Source: an optimization exercise on an open RTL-to-GDS flow (aim: small area, a short achievable clock period and few clock cycles). Production flows keep margins and buffers that such runs may drop.
The RTL was checked by simulation tests, not by an equivalence proof against the original design.
Power is estimated from default activity; no workload was simulated. The clock port is modelled as an ideal driver; clocking choices that lean on that would not hold on a real chip.

// spf
module spf (
    input  wire        clk,
    input  wire        rst,
    input  wire        cmd_valid,
    output wire        cmd_ready,
    input  wire [31:0] cmd_data,
    output wire        rsp_valid,
    input  wire        rsp_ready,
    output wire [31:0] rsp_data
);
    localparam [7:0] STX      = 8'h02;
    localparam [7:0] ETX      = 8'h03;
    localparam [7:0] POS_TYPE = 8'h01;
    localparam integer LM = 2;             
    localparam integer M  = 1 << LM;       
    localparam integer LB = 7 - LM;        
    localparam integer B  = 1 << LB;       
    localparam [3:0] RC_OK  = 4'h0;
    localparam [3:0] RC_OOR = 4'h1;
    localparam [3:0] RC_ILL = 4'h2;
    localparam [3:0] RC_NFY = 4'h3;
    localparam [3:0] RC_FOK = 4'h4;
    localparam [3:0] RC_CSM = 4'h5;
    localparam [1:0] ST_IDLE = 2'd0;
    localparam [1:0] ST_RESP = 2'd1;
    localparam [1:0] ST_WAIT = 2'd2;
    localparam [1:0] WK_APP   = 2'd0;      
    localparam [1:0] WK_PEEK  = 2'd1;      
    localparam [1:0] WK_READF = 2'd2;      
    localparam [1:0] WK_SCAN  = 2'd3;      
    localparam [3:0] E_SRCH = 4'd0;        
    localparam [3:0] E_H1   = 4'd1;        
    localparam [3:0] E_H2   = 4'd2;        
    localparam [3:0] E_H3   = 4'd3;        
    localparam [3:0] E_PAY  = 4'd4;        
    localparam [3:0] E_CK   = 4'd5;        
    localparam [3:0] E_ETX  = 4'd6;        
    localparam [3:0] E_DONE = 4'd7;        
    localparam [3:0] E_XC1  = 4'd8;        
    localparam [3:0] E_XC2  = 4'd9;        
    function [LM-1:0] slot_of;
        input [6:0] x;
        slot_of = {x[LM-2:0], 1'b0} + x[6:LB];
    endfunction
    reg  [LM-1:0] phs;                      
    reg  [1:0]    st;
    reg  [1:0]    wk;
    reg  [31:0]   rsp_q;
    reg  [7:0]    q8;                       
    reg  [7:0]    rpv;                      
    reg  [7:0]    wpv;                      
    reg  [15:0]   resync_cnt;
    reg           retain;
    reg           fv;                       
    reg  [6:0]    fs;                       
    reg  [7:0]    h_st, h_ty, h_len;
    reg  [LM:0]   cp;                       
    reg           pv0, pv1;
    reg  [5:0]    pa0, pa1;                 
    reg  [7:0]    pd0, pd1;
    reg  [3:0]    eph;
    reg  [7:0]    e_base;                   
    reg  [7:0]    e_cur;                    
  ...
For scale: roughly 5200 cells after synthesis, ~2300 flip-flops, ~70 I/O pins.
Settings: LEC_CHECK=0, ABC_CLOCK_PERIOD_IN_PS=5000, CAP_MARGIN=20, CORE_MARGIN=2, CORE_UTILIZATION=40, SLEW_MARGIN=20; clock period 12.0 ns.
standard.sh (not shown) runs the stock make flow with config.mk's settings and CLKGATE_MAP_FILE= SYNTH_SCRIPT=/design/flow/synth_recipe.tcl, a recipe that flattens the netlist after the stock synthesis.
==> flow/flow/run.sh <==
#!/bin/bash
set -euo pipefail
export CTS_ARGS="-sink_clustering_enable -repair_clock_nets -dont_use_dummy_load -sink_clustering_size 20 -sink_clustering_max_diameter 80"
bash standard.sh SETUP_SLACK_MARGIN=7.0 finish > standard.log 2>&1
The first run completed with no timing, DRC or antenna violations.
Testbench counts at the start, summed over its fixed seeds: cycles 284,629.
Rerun with:
==> flow/flow/run.sh (replaced) <==
#!/bin/bash
set -euo pipefail
export CTS_ARGS="-sink_clustering_enable -repair_clock_nets -dont_use_dummy_load -sink_clustering_size 30 -sink_clustering_max_diameter 100"
bash standard.sh SETUP_SLACK_MARGIN=7.0 finish > standard.log 2>&1
The new run went through all stages and came out clean.
Non-clock buffer count grows by 19.
Fmax hardly moves.
Final cell count fell by about 0.44%.
Worst hold slack degrades by 0.0045 ns.
Synthesized area is unchanged.
Via count shrinks by 0.85%.
Power is lower by 6.1%.
Global-route usage went down by 0.19 points.

* * *

Another version of the RTL of spf (not shown whole).
Size: about 2,300 flip-flops, about 64,000 um2 of cells after synthesis.
Design spf, start of the top module:
module spf (
    input  wire        clk,
    input  wire        rst,
    input  wire        cmd_valid,
    output wire        cmd_ready,
    input  wire [31:0] cmd_data,
    output wire        rsp_valid,
    input  wire        rsp_ready,
    output wire [31:0] rsp_data
);
    localparam [7:0] STX      = 8'h02;
    localparam [7:0] ETX      = 8'h03;
    localparam [7:0] POS_TYPE = 8'h01;
    localparam integer LM = 3;             
    localparam integer M  = 1 << LM;       
    localparam integer LB = 7 - LM;        
    localparam integer B  = 1 << LB;       
    localparam integer LE = LM - 1;        
    localparam integer NE = 1 << LE;       
    localparam [3:0] RC_OK  = 4'h0;
    localparam [3:0] RC_OOR = 4'h1;
    localparam [3:0] RC_ILL = 4'h2;
    localparam [3:0] RC_NFY = 4'h3;
    localparam [3:0] RC_FOK = 4'h4;
    localparam [3:0] RC_CSM = 4'h5;
    localparam [1:0] ST_IDLE = 2'd0;
    localparam [1:0] ST_RESP = 2'd1;
    localparam [1:0] ST_WAIT = 2'd2;
    localparam [1:0] WK_PEEK  = 2'd1;      
    localparam [1:0] WK_READF = 2'd2;      
    localparam [1:0] WK_SCAN  = 2'd3;      
    localparam [3:0] E_SRCH = 4'd0;        
    localparam [3:0] E_H1   = 4'd1;        
    localparam [3:0] E_H2   = 4'd2;        
    localparam [3:0] E_H3   = 4'd3;        
    localparam [3:0] E_PAY  = 4'd4;        
    localparam [3:0] E_CK   = 4'd5;        
    localparam [3:0] E_ETX  = 4'd6;        
    localparam [3:0] E_DONE = 4'd7;        
    localparam [3:0] E_XC1  = 4'd8;        
    localparam [3:0] E_XC2  = 4'd9;        
    function [LM-1:0] slot_of;
        input [6:0] x;
        slot_of = {x[LM-2:0], 1'b0} + x[6:LB];
    endfunction
    reg  [LM-1:0] phs;                      
    reg  [1:0]    st;
    reg  [1:0]    wk;
    reg  [31:0]   rsp_q;
    reg  [7:0]    q8;                       
    reg  [7:0]    rpv;                      
    reg  [7:0]    wpv;                      
    reg  [15:0]   resync_cnt;
    reg           retain;
    reg           fv;                       
    reg  [6:0]    fs;                       
    reg  [7:0]    h_st, h_ty, h_len;
    reg  [LM:0]   cp;                       
    reg  [NE-1:0] pv;
    wire [6-LE:0] wpv_hi  = wpv[6:LE];
    wire [6-LE:0] wpv_hm1 = wpv[6:LE] - 1'b1;
  ...
==> flow/config.mk <==
export PLATFORM = sky130hd
export DESIGN_NAME = spf
export DESIGN_NICKNAME = spf
export VERILOG_FILES = /design/flow/design.v
export SDC_FILE = /design/flow/constraint.sdc
export NUM_CORES = 4
export LEC_CHECK = 0
export ABC_CLOCK_PERIOD_IN_PS = 5000
export CAP_MARGIN = 20
export CORE_MARGIN = 2
export CORE_UTILIZATION = 55
export SLEW_MARGIN = 20
==> flow/constraint.sdc <==
create_clock -name core_clock -period 12.0 [get_ports {clk}]
set_input_delay 2.4000 -clock core_clock [delete_from_list [all_inputs] [get_ports {clk}]]
set_output_delay 2.4000 -clock core_clock [all_outputs]
set_load 0.01 [all_outputs]
==> flow/flow/run.sh <==
#!/bin/bash
set -euo pipefail
export CTS_ARGS="-sink_clustering_enable -repair_clock_nets -dont_use_dummy_load -sink_clustering_size 25 -sink_clustering_max_diameter 90"
bash standard.sh SETUP_SLACK_MARGIN=7.0 finish > standard.log 2>&1
Testbench counts at the start, summed over its fixed seeds: cycles 291,160.
Rerun with:
==> flow/flow/run.sh (replaced) <==
#!/bin/bash
set -euo pipefail
export CTS_ARGS="-sink_clustering_enable -repair_clock_nets -dont_use_dummy_load -sink_clustering_size 28 -sink_clustering_max_diameter 95"
bash standard.sh SETUP_SLACK_MARGIN=6.9 finish > standard.log 2>&1
What happened:
- wire length shrinks by 1.8%
- sequential cell count does not change
- area after synthesis stays the same
- die area is unchanged

* * *

## garnet
spf, a different RTL version from the one above (not shown whole).
Size: about 4900 cells after synthesis, ~65000 um^2 of cells after synthesis.
Design spf, start of the top module:
module spf (
    input  wire        clk,
    input  wire        rst,
    input  wire        cmd_valid,
    output wire        cmd_ready,
    input  wire [31:0] cmd_data,
    output wire        rsp_valid,
    input  wire        rsp_ready,
    output wire [31:0] rsp_data
);
Settings: LEC_CHECK=0, ABC_CLOCK_PERIOD_IN_PS=5000, CAP_MARGIN=20, CORE_MARGIN=2, CORE_UTILIZATION=55, SLEW_MARGIN=20; clock period 12.0 ns.
==> flow/flow/run.sh <==
#!/bin/bash
set -euo pipefail
export CTS_ARGS="-sink_clustering_enable -repair_clock_nets -dont_use_dummy_load -sink_clustering_size 25 -sink_clustering_max_diameter 90"
bash standard.sh SETUP_SLACK_MARGIN=7.0 finish > standard.log 2>&1
Testbench counts of garnet, summed over its fixed seeds: cycles 291,160.
Input-level comparison between fjord and garnet:
# garnet
export LEC_CHECK = 0
export ABC_CLOCK_PERIOD_IN_PS = 5000
export CAP_MARGIN = 20
export CORE_MARGIN = 2
export CORE_UTILIZATION = 55
export SLEW_MARGIN = 20
create_clock -name core_clock -period 12.0 [get_ports {clk}]
# fjord
export LEC_CHECK = 0
export ABC_CLOCK_PERIOD_IN_PS = 5000
export CAP_MARGIN = 20
export CORE_MARGIN = 2
export CORE_UTILIZATION = 65
export SLEW_MARGIN = 20
create_clock -name core_clock -period 12.0 [get_ports {clk}]
Notes after the runs:
Both conditions hold for fjord: the flow ran to the end and the final layout passed the timing, design-rule and antenna checks. Compared with garnet, in fjord period utilization about even, final area about even, post-synthesis to final-layout area growth fell 0.18 points, largest net degree at the start of global routing rose 58, mean routed wirelength per cell rose about 5%. Going from garnet to fjord, horizontal extent of the die shrank by a little under 10%. The number of instances resized during post-cts repair of fjord falls short of that of garnet by 4.4%. fjord vs. garnet: highest clock rate has increased, number of setup buffers added after CTS has increased. Run comparison: fjord critical path capture point rsp_valid; garnet critical path capture point cmd_ready.

-- separate check: timing with driven ports --
How much do the figures lean on ideal ports? The routed layouts below were timed once more, with nothing changed but the port constraints. Step 1: set_driving_cell puts a clkbuf_16 on clk and a buf_2 on each other input, an assumption about the parent block. Step 2 times the ports against the registers' clock, not the clock port: input delays grow and output delays shrink by t, the midpoint of the rising clock arrivals with the driver on. Three values: ideal, step 1, step 2; two values: the first two.
run	t (ns)	setup slack, ns	pins driven straight from the clock port
the first run of note 1	0.861	6.717 / 6.671 / 6.296	1
the second run of note 1	0.814	6.717 / 6.671 / 6.255	1
the first run of note 2	0.766	6.806 / 6.806 / 6.186	1
the second run of note 2	0.754	6.652 / 6.652 / 6.234	1
garnet	0.758	6.864 / 6.824 / 6.372	1
fjord	0.763	6.882 / 6.837 / 6.347	1
After both steps setup and hold are still met in every run listed. For the first run of note 2, which loses most, drivers alone change the setup slack by 0.000 ns; drivers and shift together by -0.620 ns.
